From an optimization exercise on the open Yosys and OpenROAD flow, aimed at small area, a short achievable clock period and few clock cycles per item; shortcuts taken in it are not production practice. No run shown here included a check of the RTL's function; only the layout flow was run. No activity file was given, so power comes from the tool's default toggle rates.

==> flow/design.v, too long to show whole: its modules and the start of the top module <==
// module mtc_sample: 17 lines
// module mtc_pct: 2947 lines
// module multiplexed_threshold_comparator: 100 lines
module multiplexed_threshold_comparator (
    input  wire        clk,
    input  wire        rst,           
    input  wire        cmd_valid,
    output wire        cmd_ready,
    input  wire [15:0] cmd,
    input  wire [31:0] opnd,
    input  wire [11:0] adc1,
    input  wire [11:0] adc2,
    input  wire        pwr_n,
    input  wire [15:0] bat_in,
    output reg         rsp_valid,
    output reg  [31:0] result,
    output reg         ill
);
  // ...
==> flow/run.sh <==
#!/bin/bash
# synth_recipe.tcl (not shown) runs the flow's synth.tcl, then flattens the netlist and writes it again
# the make line also repeats each setting of config.mk as NAME=value (left out here)
make -C /OpenROAD-flow-scripts/flow DESIGN_CONFIG=/design/flow/config.mk WORK_HOME=/design/flow/orfs CLKGATE_MAP_FILE= SYNTH_SCRIPT=/design/flow/synth_recipe.tcl finish
==> flow/config.mk <==
export PLATFORM = sky130hd
export DESIGN_NAME = multiplexed_threshold_comparator
export DESIGN_NICKNAME = multiplexed_threshold_comparator
export VERILOG_FILES = /design/flow/design.v
export SDC_FILE = /design/flow/constraint.sdc
export NUM_CORES = 4
export LEC_CHECK = 0
export CAP_MARGIN = 20
export CORE_MARGIN = 2
export CORE_UTILIZATION = 40
export SLEW_MARGIN = 20
==> flow/constraint.sdc <==
create_clock -name core_clock -period 50.0 [get_ports {clk}]
set_input_delay 10.0000 -clock core_clock [delete_from_list [all_inputs] [get_ports {clk}]]
set_output_delay 10.0000 -clock core_clock [all_outputs]
set_load 0.01 [all_outputs]
==> flow_summary.ini, run 1 <==
[global_routing]
grtUsageMet2 = 0.467

[detailed_routing]
wl_met1_um = 24200
wl_met3_um = 5530
detailedRoute.firstPassIterationCount = 8
finalWirelength_um = 55000

[timing]
final-max-slew-violation-count = 0
worst_hold_slack_ns = 0.477
worstMarginPinSlew_ns = 1.11

[logic_synthesis]
yosys.area.top_type_share = 0.134
synth.avg_cell_area_um2 = 6.85
synth_ff_type = dfxtp_1
netlist_area_um2 = 13200
post-synth-top-count-cell = nand2_1
synth-async-reset-ratio = 0
synth_compound_area_frac = 0.350
synth_adder_area_share = 0.0750
netlist.top_cell.by_area = dfxtp_1

[pwr]
power_combinational_uw = 48.3
clk-power_uw = 130
dominant_power_group = clock
power_density_nw_per_um2 = 18.1

[cts]
clock_tree.htree_level_count = 4
clk_transition_reported_paths_ns = 0.06

[setup_path]
crit_slowest_cell = a2111oi_2
setup.worst_path.class = in2reg
r2r_setup_slack_ns = 44.97
cpPeakStageDelay_ns = 0.72
crit_path_end = tref[31]
crit_required_ns = 50.32

[layout]
clock_buf_inv_share = 0.0401
area.growth.synth_to_final_pct = 16.4
seq_share = 0.178
multi_input_gate_area_um2 = 9560
diodes = 0
clock_buffers = 19
finish.instance_area_um2 = 15300
fillers = 3356
n_multi_input_combinational_cell = 1568

[place]
io_buffer_count = 125
dpl.hpwl_um = 40100

[outcome]
outcome = complete, no violations

[floorplan]
floorplan.tapcells = 442

[worst_hold_path]
hold_path_class = reg2reg
==> run 2, diff against run 1 <==
--- a/flow/config.mk
+++ b/flow/config.mk
@@ -5,6 +5,7 @@
 export SDC_FILE = /design/flow/constraint.sdc
 export NUM_CORES = 4
 export LEC_CHECK = 0
+export ABC_AREA = 1
 export CAP_MARGIN = 20
 export CORE_MARGIN = 2
 export CORE_UTILIZATION = 40
==> flow_summary.ini, run 2 <==
[layout]
leading_cell_type_in_the_layout_fill_and_taps_excluded = nand2_1
drive_gt1_frac = 0.0408
largest_registers = ldt x32, result x32, tref x32
most-common-layout-cells = nand2_1, inv_1, nor2_1
nets = 2557
area.growth.synth_to_final_pct = 17.0

[cts]
clockBufferDepth = 2
numCtsBuffers = 17
post-cts-setup-buffer-count = 0
clock-sinks = 120
clk_root_buf = clkbuf_16
clock_tree.htree_level_count = 4
hold_buffers = 0
cts_tree = built
cts.repair.resized = 0
clk_transition_reported_paths_ns = 0.06
worst_skew_pair.late_latency_ns = 0.44

[setup_path]
worstPathArrival_ns = 13.82
cp-end-kind = flip-flop
crit_fanout = 64
crit_path_cell_trace = clkdlybuf4s50_1, inv_1, fa_1, inv_1, nand3_1, nand2_1, nand2_1, nand2_1, nand2_1, nand2_2, nand2_1, nand2_1, nand4_1, nand2_1, nor2_1, nor2_1, nand4_4, nand3_4, nand2_1, nand2_1, nor2_1
setup.worst_path.class = in2reg
worst_setup_path_start_kind = input pin
cpPeakStageDelay_ns = 0.71
rr_endpoint = result[0]
reg2reg_depth = 16
crit_required_ns = 50.32
crit-reg2reg-launch = result[2]
path_common_cell = nand2_1
r2r_setup_slack_ns = 45.78
crit_slowest_cell = clkdlybuf4s50_1

[timing]
grt_setup_unrepaired = no
final-max-slew-violation-count = 0
finalSetupTns_ns = 0
timing.final.hold_violations = 0
worstMarginPinSlew_ns = 1.07
period_share = 0.270
slew_headroom = 0.281
final_period_minus_worst_setup_slack_ns = 13.50
clock.fmax_mhz = 74.1
clock_skew_ns = 0.0127
report.final.setup_viol = 0

[global_routing]
grt_pass1_wl_um = 86500
gr-usage-all-layers = 0.330
global_route.peak_usage_layer = met2
grt.met3_usage = 0.0602
grt_pass1_vias = 14800
grt_antenna_before_repair = 1
grt_max_degree = 66
globalRoute.totalOverflow = 0
groute.layer.met1.usage = 0.483
grtUsageMet2 = 0.487

[worst_hold_path]
hold-path-endpoint = result[27]
hold-path-cell-count = 2
hold_path_class = reg2reg
hold_start = tref[27]

[logic_synthesis]
postSynthNetCount = 2458
post-synth-top-count-cell = nand2_1
synth_cells = 2289
synth-async-reset-ratio = 0
top_area_cells_in_the_synthesized_netlist = nand2_1, dfxtp_1, inv_1, nor2_1, edfxtp_1
sequential_share_of_the_synthesized_area = 0.207
synth_ff_type = dfxtp_1
yosys.area.top_type_share = 0.190
synth.cells.most_frequent = nand2_1, inv_1, nor2_1, o21ai_0, a21oi_1
count_of_state_elements_after_synthesis = 120
netlist_area_um2 = 13200
post_synth_num_cell_types = 57
synth.avg_cell_area_um2 = 5.75
synth-warning-count = 1
count_of_flip_flops_with_a_built_in_enable_after_synthesis = 32
netlist.top_cell.by_area = nand2_1

[floorplan]
design.die.area_um2 = 34400
initial_utilization = 0.405
core_region_area_um2 = 32500
boundaryPins = 127
die_h_um = 185
core.rowCount = 66
die_boundary_width_um = 185

[place]
gp_congestion = 1.00
dpl.hpwl_um = 44500
io_buffer_count = 125

[detailed_routing]
finalWirelength_um = 57100
ant_nets = 0
detail_route.drc_violations = 0
via_count = 16100
detailedRoute.firstPassIterationCount = 6
detail_route.wl_per_cell_um = 20.1
drt_iter0_markers = 1840
routed_via_density = 5.66

[pwr]
totalPowerFinal_uw = 272
power_density_nw_per_um2 = 17.7
peakVddDrop_mv = 0.0240
p_leak_uw = 0.00717

[outcome]
outcome = complete, no violations

[job]
drv.max_cap_violation_count = 0
-- run 2: cell count changes in the layout (fill, tap and decap cells not counted), sizes merged, moves of 27 or more --
| cell | previous run | this run |
|---|---|---|
| nor2 | 209 | 279 |
| nand3 | 43 | 138 |
| nand2 | 252 | 673 |
| inv | 106 | 326 |
| a211oi | 41 | 7 |
| mux2i | 27 | 0 |
| and3 | 35 | 1 |
| o21ai | 158 | 189 |
| a21o | 40 | 9 |
-- run 2: through the flow --
step | utilization | hold slack [ns] | area (um^2) | worst slack [ns] | cells
after floorplan | - | 0.445 | 13200 | 37.61 | 2289
after global placement | 0.457 | 0.453 | 14800 | 36.26 | 2811
after detailed placement | 0.457 | 0.461 | 14800 | 36.14 | 2811
after CTS | 0.474 | 0.470 | 15400 | 36.57 | 2843
after global routing | 0.474 | 0.484 | 15400 | 36.18 | 2844
final | 0.474 | 0.469 | 15400 | 36.50 | 2844
-- run 2: metal layers --
| metal | wire length (um) | vias up |
|---|---|---|
| li1 | - | 7778 |
| met1 | 26500 | 7373 |
| met2 | 23500 | 859 |
| met3 | 5600 | 96 |
| met4 | 1500 | 0 |
| met5 | 0 | - |
-- run 2: where the power goes --
group          internal (uW)  switching, uW
combinational           18.4           29.9
sequential              99.7         0.0772
clock                   69.7           54.0
total                    188           84.0
-- run 2: cell families after synthesis --
kind of cell / count (synthesis) / share of synthesized area
AND/OR/NAND/NOR: 1179 / 0.372
buffers and inverters: 388 / 0.113
flip-flops: 120 / 0.207
XOR/XNOR: 19 / 0.0126
adder cells (fa/ha/maj): 77 / 0.0744
AO/OA/AOI/OAI: 505 / 0.221
other: 1 / 0.000285
-- run 2: cell type report --
class	instances	area (um^2)
Tap cell	442	553
Timing Repair Buffer	143	1390
Clock inverter	14	143
Antenna cell	1	2.50
Inverter	325	1220
Sequential cell	120	2720
Clock buffer	18	429
Multi-Input combinational cell	1781	8940
Fill cell	3499	17100
-- run 2: worst max-delay path by stage --
stage / from / end / slack, ns
after floorplan: opnd[0] / stable[5] / 37.61
after global placement: opnd[1] / tref[28] / 36.26
after detailed placement: opnd[1] / tref[12] / 36.14
after CTS: opnd[1] / tref[26] / 36.57
after global routing: opnd[1] / tref[17] / 36.18
final: opnd[1] / tref[26] / 36.50
-- run 2: worst max-delay path, delay by kind of cell --
family | cells | cell delay [ns]
adders and majority gates | 1 | 0.46
buffers and inverters | 3 | 0.97
and+or+nand+nor | 17 | 2.34
==> module multiplexed_threshold_comparator, before the edit <==
module multiplexed_threshold_comparator (
    input  wire        clk,
    input  wire        rst,           
    input  wire        cmd_valid,
    output wire        cmd_ready,
    input  wire [15:0] cmd,
    input  wire [31:0] opnd,
    input  wire [11:0] adc1,
    input  wire [11:0] adc2,
    input  wire        pwr_n,
    input  wire [15:0] bat_in,
    output reg         rsp_valid,
    output reg  [31:0] result,
    output reg         ill
);
    reg [6:0]  lraw;
    reg [6:0]  stable;
    reg [6:0]  dmask;
    reg [31:0] ldt;
    reg [31:0] tref;
    reg        pend;          
    assign cmd_ready = 1'b1;
    wire [3:0] op  = cmd[15:12];
    wire [3:0] rsv = cmd[11:8];
    wire [7:0] idx = cmd[7:0];
    wire is_iclass = (op == 4'h2) || (op == 4'h3) || (op == 4'h4) || (op == 4'h8);
    wire legal = (op < 4'hC) && (rsv == 4'h0) && (is_iclass || idx == 8'h00) &&
                 !(op == 4'h9 && opnd[31:16] != 16'h0000);
    wire is_pct = (op == 4'h9) || (op == 4'hB);
    wire upd    = cmd_valid && legal && (op == 4'h1);
    wire [6:0] raw;
    mtc_sample u_sample (.adc1(adc1), .adc2(adc2), .pwr_n(pwr_n), .raw(raw));
    wire [15:0] scaled_mv = bat_in[15] ? 16'hFFFF : {bat_in[14:0], 1'b0};
    wire [6:0] pct;
    mtc_pct u_pct (.mv(result[15:0]), .pct(pct));
    wire [6:0] pressed  = dmask & stable;
    wire [6:0] released = dmask & ~stable;
    wire       idx_lo   = (idx[7:3] == 5'd0);
    wire [7:0] st8 = {1'b0, stable};
    wire [7:0] pr8 = {1'b0, pressed};
    wire [7:0] rl8 = {1'b0, released};
    wire [31:0] diff = opnd - tref;
    wire        st_nz = (stable != 7'd0);
    wire [31:0] held = st_nz ? diff : tref;
    wire [31:0] dl   = opnd - ldt;
    wire        far  = (dl > 32'd5);
    wire raw_changed = (raw != lraw);
    wire commit      = !raw_changed && far && (raw != stable);
    reg [31:0] res;
    always @(*) begin
        case (op)
            4'h0:    res = {25'd0, raw};
            4'h2:    res = {31'd0, idx_lo & st8[idx[2:0]]};
            4'h3:    res = {31'd0, idx_lo & pr8[idx[2:0]]};
            4'h4:    res = {31'd0, idx_lo & rl8[idx[2:0]]};
            4'h5:    res = {31'd0, pressed != 7'd0};
            4'h6:    res = {31'd0, released != 7'd0};
            4'h7:    res = held;
            4'h8:    res = {29'd0, idx[2:0] | {3{~idx_lo}}};
            4'h9:    res = {16'd0, opnd[15:0]};
            4'hA:    res = {16'd0, scaled_mv};
            4'hB:    res = {16'd0, scaled_mv};
            default: res = 32'd0;
        endcase
    end
    always @(posedge clk) begin
        if (pend) begin
            result <= {25'd0, pct};
            ill    <= 1'b0;
        end else begin
            result <= legal ? res : 32'd0;
            ill    <= !legal;
        end
        if (upd && raw_changed)
            ldt <= opnd;
        if (rst) begin
            lraw      <= 7'd0;
            stable    <= 7'd0;
            dmask     <= 7'd0;
            tref      <= 32'd0;
            rsp_valid <= 1'b0;
            pend      <= 1'b0;
        end else begin
            rsp_valid <= (cmd_valid && !(legal && is_pct)) || pend;
            pend      <= cmd_valid && legal && is_pct;
            if (upd) begin
                if (raw_changed)
                    lraw <= raw;
                dmask <= commit ? (raw ^ stable) : 7'd0;
                if (commit) begin
                    stable <= raw;
                    if (!st_nz)
                        tref <= opnd;
                    else if (raw == 7'd0)
                        tref <= diff;
                end
            end
        end
    end
endmodule
==> run 3, diff against run 2 <==
--- a/flow/design.v
+++ b/flow/design.v
@@ -2985,13 +2985,26 @@
     reg        pend;          
     assign cmd_ready = 1'b1;
     wire [3:0] op  = cmd[15:12];
-    wire [3:0] rsv = cmd[11:8];
     wire [7:0] idx = cmd[7:0];
-    wire is_iclass = (op == 4'h2) || (op == 4'h3) || (op == 4'h4) || (op == 4'h8);
-    wire legal = (op < 4'hC) && (rsv == 4'h0) && (is_iclass || idx == 8'h00) &&
-                 !(op == 4'h9 && opnd[31:16] != 16'h0000);
-    wire is_pct = (op == 4'h9) || (op == 4'hB);
-    wire upd    = cmd_valid && legal && (op == 4'h1);
+    wire idx_z  = (idx == 8'h00);
+    wire opnd_hi_z = (opnd[31:16] == 16'h0000);
+    wire rsv_z  = (cmd[11:8] == 4'h0);
+    wire s_sample = rsv_z && idx_z && (op == 4'h0);
+    wire s_upd    = rsv_z && idx_z && (op == 4'h1);
+    wire s_isp    = rsv_z && (op == 4'h2);
+    wire s_wasp   = rsv_z && (op == 4'h3);
+    wire s_wasr   = rsv_z && (op == 4'h4);
+    wire s_anyp   = rsv_z && idx_z && (op == 4'h5);
+    wire s_anyr   = rsv_z && idx_z && (op == 4'h6);
+    wire s_held   = rsv_z && idx_z && (op == 4'h7);
+    wire s_name   = rsv_z && (op == 4'h8);
+    wire s_pmv    = rsv_z && idx_z && (op == 4'h9) && opnd_hi_z;
+    wire s_rmv    = rsv_z && idx_z && (op == 4'hA);
+    wire s_rpct   = rsv_z && idx_z && (op == 4'hB);
+    wire legal = s_sample | s_upd | s_isp | s_wasp | s_wasr | s_anyp | s_anyr |
+                 s_held | s_name | s_pmv | s_rmv | s_rpct;
+    wire is_pct = s_pmv | s_rpct;
+    wire upd    = cmd_valid & s_upd;
     wire [6:0] raw;
     mtc_sample u_sample (.adc1(adc1), .adc2(adc2), .pwr_n(pwr_n), .raw(raw));
     wire [15:0] scaled_mv = bat_in[15] ? 16'hFFFF : {bat_in[14:0], 1'b0};
@@ -2999,40 +3012,38 @@
     mtc_pct u_pct (.mv(result[15:0]), .pct(pct));
     wire [6:0] pressed  = dmask & stable;
     wire [6:0] released = dmask & ~stable;
-    wire       idx_lo   = (idx[7:3] == 5'd0);
+    wire       idx_lo = (idx[7:3] == 5'd0);
     wire [7:0] st8 = {1'b0, stable};
     wire [7:0] pr8 = {1'b0, pressed};
     wire [7:0] rl8 = {1'b0, released};
-    wire [31:0] diff = opnd - tref;
+    wire bit_res = idx_lo & ((s_isp  & st8[idx[2:0]]) |
+                             (s_wasp & pr8[idx[2:0]]) |
+                             (s_wasr & rl8[idx[2:0]]));
+    wire any_res = (s_anyp & (pressed != 7'd0)) | (s_anyr & (released != 7'd0));
+    wire [31:0] diff  = opnd - tref;
     wire        st_nz = (stable != 7'd0);
-    wire [31:0] held = st_nz ? diff : tref;
-    wire [31:0] dl   = opnd - ldt;
-    wire        far  = (dl > 32'd5);
+    wire [31:0] held  = st_nz ? diff : tref;
+    wire [2:0]  dlo  = opnd[2:0] - ldt[2:0];
+    wire        blo  = (opnd[2:0] < ldt[2:0]);
+    wire [28:0] za   = opnd[31:3] ^ ~ldt[31:3];    
+    wire [28:0] oa   = opnd[31:3] | ~ldt[31:3];    
+    wire        hi_z = (za[0] == ~blo) && (za[28:1] == oa[27:0]);
+    wire        near = hi_z && (dlo <= 3'd5);
     wire raw_changed = (raw != lraw);
-    wire commit      = !raw_changed && far && (raw != stable);
-    reg [31:0] res;
-    always @(*) begin
-        case (op)
-            4'h0:    res = {25'd0, raw};
-            4'h2:    res = {31'd0, idx_lo & st8[idx[2:0]]};
-            4'h3:    res = {31'd0, idx_lo & pr8[idx[2:0]]};
-            4'h4:    res = {31'd0, idx_lo & rl8[idx[2:0]]};
-            4'h5:    res = {31'd0, pressed != 7'd0};
-            4'h6:    res = {31'd0, released != 7'd0};
-            4'h7:    res = held;
-            4'h8:    res = {29'd0, idx[2:0] | {3{~idx_lo}}};
-            4'h9:    res = {16'd0, opnd[15:0]};
-            4'hA:    res = {16'd0, scaled_mv};
-            4'hB:    res = {16'd0, scaled_mv};
-            default: res = 32'd0;
-        endcase
-    end
+    wire commit      = !raw_changed && !near && (raw != stable);
+    wire [31:0] res =
+        ({32{s_held}} & held) |
+        ({32{s_pmv}}  & {16'd0, opnd[15:0]}) |
+        ({32{s_rmv | s_rpct}} & {16'd0, scaled_mv}) |
+        ({32{s_sample}} & {25'd0, raw}) |
+        ({32{s_name}} & {29'd0, idx[2:0] | {3{~idx_lo}}}) |
+        {31'd0, bit_res | any_res};
     always @(posedge clk) begin
         if (pend) begin
             result <= {25'd0, pct};
             ill    <= 1'b0;
         end else begin
-            result <= legal ? res : 32'd0;
+            result <= res;
             ill    <= !legal;
         end
         if (upd && raw_changed)
@@ -3045,8 +3056,8 @@
             rsp_valid <= 1'b0;
             pend      <= 1'b0;
         end else begin
-            rsp_valid <= (cmd_valid && !(legal && is_pct)) || pend;
-            pend      <= cmd_valid && legal && is_pct;
+            rsp_valid <= (cmd_valid && !is_pct) || pend;
+            pend      <= cmd_valid && is_pct;
             if (upd) begin
                 if (raw_changed)
                     lraw <= raw;
--- a/flow/config.mk
+++ b/flow/config.mk
@@ -5,7 +5,6 @@
 export SDC_FILE = /design/flow/constraint.sdc
 export NUM_CORES = 4
 export LEC_CHECK = 0
-export ABC_AREA = 1
 export CAP_MARGIN = 20
 export CORE_MARGIN = 2
 export CORE_UTILIZATION = 40
==> flow_summary.ini, run 3 <==
[outcome]
outcome = complete, no violations

[place]
gp_congestion = 1.02
dpl.hpwl_um = 38700
io_buffer_count = 125

[floorplan]
core.rowCount = 63
boundaryPins = 127
design.die.area_um2 = 31700
core_region_area_um2 = 29700
die_h_um = 178
die_boundary_width_um = 178
initial_utilization = 0.408

[pwr]
totalPowerFinal_uw = 269
p_sw_uw = 73.4
power_density_nw_per_um2 = 18.9
pwr-share-comb = 0.128
p_leak_uw = 0.00505
share_seq_of_total_power = 0.370
internal-power_uw = 196
p_clk_frac = 0.501
peakVddDrop_mv = 0.0195
power.switching_fraction = 0.273

[detailed_routing]
via_count = 13800
routed_via_density = 6.40
detail_route.wl_per_cell_um = 24.9
detail_route.drc_violations = 0
finalWirelength_um = 53800
detailedRoute.firstPassIterationCount = 7
drt_iter0_markers = 1402
ant_nets = 0

[logic_synthesis]
synth.avg_cell_area_um2 = 7.12
yosys.area.top_type_share = 0.145
post-synth-top-count-cell = nand2_1
synth_ff_type = dfxtp_1
sequential_share_of_the_synthesized_area = 0.224
synth_top_family_by_area = compound AO/OA/AOI/OAI gates
synth-async-reset-ratio = 0
post_synth_num_cell_types = 86
synth_cells = 1704
top_area_cells_in_the_synthesized_netlist = dfxtp_1, edfxtp_1, ha_1, a21oi_1, nand2_1
count_of_flip_flops_with_a_built_in_enable_after_synthesis = 32
synth-warning-count = 1
netlist_area_um2 = 12100
postSynthNetCount = 1873
synth.cells.most_frequent = nand2_1, nor2_1, a21oi_1, o21ai_0, clkbuf_1
yosys.area_share.xor_xnor = 0.0477
netlist.top_cell.by_area = dfxtp_1
yosys.area_share.simple = 0.223
synth_adder_area_share = 0.0807
synthMuxAreaShare = 0.0104
synth_compound_area_frac = 0.342
count_of_state_elements_after_synthesis = 120

[setup_path]
crit_fanout = 64
worstPathArrival_ns = 14.28
rr_endpoint = result[1]
reg2reg_depth = 12
setup.worst_path.class = in2reg
crit-reg2reg-launch = result[2]
crit_required_ns = 50.33
r2r_setup_slack_ns = 45.07
worst_setup_path_start_kind = input pin
cp-end-kind = flip-flop

[worst_hold_path]
hold-path-cell-count = 2
hold_path_class = reg2reg
hold-path-endpoint = result[22]
hold_start = tref[22]

[cts]
hold_buffers = 0
clk_transition_reported_paths_ns = 0.07
cts.repair.resized = 0
clockBufferDepth = 2
clock_tree.htree_level_count = 4
post-cts-setup-buffer-count = 0
clock-sinks = 120
numCtsBuffers = 17
worst_skew_pair.late_latency_ns = 0.42
clk_root_buf = clkbuf_16
cts_tree = built

[timing]
period_share = 0.279
grt_setup_unrepaired = no
worstMarginPinSlew_ns = 1.08
final-max-slew-violation-count = 0
timing.final.hold_violations = 0
finalSetupTns_ns = 0
clock_skew_ns = 0.0141
report.final.setup_viol = 0
slew_headroom = 0.280
final_period_minus_worst_setup_slack_ns = 13.95
clock.fmax_mhz = 71.7

[global_routing]
grt_max_degree = 73
grtUsageMet2 = 0.524
global_route.peak_usage_layer = met2
gr-usage-all-layers = 0.339
grt_pass1_vias = 13000
grt_pass1_wl_um = 81200
grt_antenna_before_repair = 0
globalRoute.totalOverflow = 0
groute.layer.met1.usage = 0.460
grt.met3_usage = 0.0703

[layout]
most-common-layout-cells = nand2_1, nor2_1, a21oi_1
largest_registers = ldt x32, result x32, tref x32
leading_cell_type_in_the_layout_fill_and_taps_excluded = nand2_1
diodes = 0
nets = 1926
area.growth.synth_to_final_pct = 17.5
layout.core_utilization = 0.480
drive_gt1_frac = 0.0695

[job]
drv.max_cap_violation_count = 0
-- run 3: changes by cell type after synthesis, sizes merged, moves of 14 or more --
cell / delta
xor2: +23
o21ai: -56
nand3: -98
a21o: +14
o211ai: +16
a211oi: +21
nor2: -97
clkbuf: +57
nand2: -454
nor2b: +17
a311oi: +23
xnor2: +24
inv: -233
-- run 3: layer usage --
| metal | up-vias | wire, um |
|---|---|---|
| li1 | 6373 | - |
| met1 | 6633 | 23500 |
| met2 | 714 | 23600 |
| met3 | 113 | 4670 |
| met4 | 0 | 2160 |
| met5 | - | 0 |
-- run 3: stage by stage --
stage | setup slack (ns) | hold slack, ns | cell area, um^2 | std cells
5_1_grt | 35.68 | 0.497 | 14300 | 2160
2_1_floorplan | 36.92 | 0.449 | 12100 | 1704
6_report | 36.05 | 0.478 | 14300 | 2160
4_1_cts | 36.08 | 0.477 | 14200 | 2160
3_5_place_dp | 35.63 | 0.463 | 13600 | 2128
3_3_place_gp | 35.84 | 0.466 | 13600 | 2128
-- run 3: cell type report --
class,instances,area (um^2)
inverters,93,349
repair buffers,159,1500
multi-input cells,1366,8560
well taps,390,488
clock buffers,19,475
clock inverters,13,153
flip-flops and latches,120,2730
fillers,3010,15500
-- run 3: logic make-up after synthesis --
logic type,Yosys count
other,1
DFF,120
adders and majority gates,77
buffers and inverters,218
muxes,10
xor gates and xnor gates,66
and+or+nand+nor,595
AOI/OAI and AO/OA,617
-- run 3: critical path, stage by stage --
cell             delay (ns)
clkdlybuf4s50_1        0.46
o31a_1                 0.32
o211a_1                0.21
nor3_1                 0.60
xnor2_1                0.19
nand3_1                0.13
nor4_4                 0.40
nor3b_4                0.59
o311a_2                0.30
buf_4                  0.64
nor2_1                 0.11
a311oi_2               0.27
-- run 3: power groups by stage --
stage / Combinational [uW] / Clock [uW] / Sequential (uW)
2_1_floorplan: 18.8 / 0 / 102
3_3_place_gp: 33.9 / 0 / 102
3_5_place_dp: 34.1 / 0 / 102
4_1_cts: 34.4 / 137 / 99.6
5_1_grt: 37.9 / 142 / 99.6
6_report: 34.6 / 135 / 99.6
-- run 3: how the worst max path moves through the flow --
stage | endpoint | from | slack [ns] | cells past startpoint
2_1_floorplan | ldt[0] | cmd[9] | 36.92 | 5
3_3_place_gp | tref[13] | adc1[2] | 35.84 | 12
3_5_place_dp | tref[22] | adc1[2] | 35.63 | 12
4_1_cts | tref[15] | adc1[2] | 36.08 | 12
5_1_grt | tref[22] | adc1[2] | 35.68 | 12
6_report | tref[9] | adc1[2] | 36.05 | 12

==> port drivers added, routing unchanged <==
The flow's constraints put no driver on any port. The routed layouts listed below were extracted and timed again, unchanged, in two steps.
Step 1: set_driving_cell puts a clkbuf_16 on clk and a buf_2 on each other input, an assumption about the parent block.
Step 2, shift: input delay + t, output delay - t, t = (earliest + latest rising clock arrival at the registers) / 2. This alone moves slack from input paths to output paths.
Three values: ideal, step 1, step 2; two values: the first two.
run	t, ns	setup WS [ns]	clock arrival spread, ns
run 1	0.466	35.717 / 35.727 / 35.261	0.010 / 0.010
run 2	0.475	36.502 / 36.468 / 35.993	0.013 / 0.013
run 3	0.463	36.046 / 36.070 / 35.607	0.014 / 0.014
After both steps setup and hold are still met in every run listed. For run 2, which loses most, drivers alone change the setup slack by -0.034 ns; drivers and shift together by -0.509 ns.
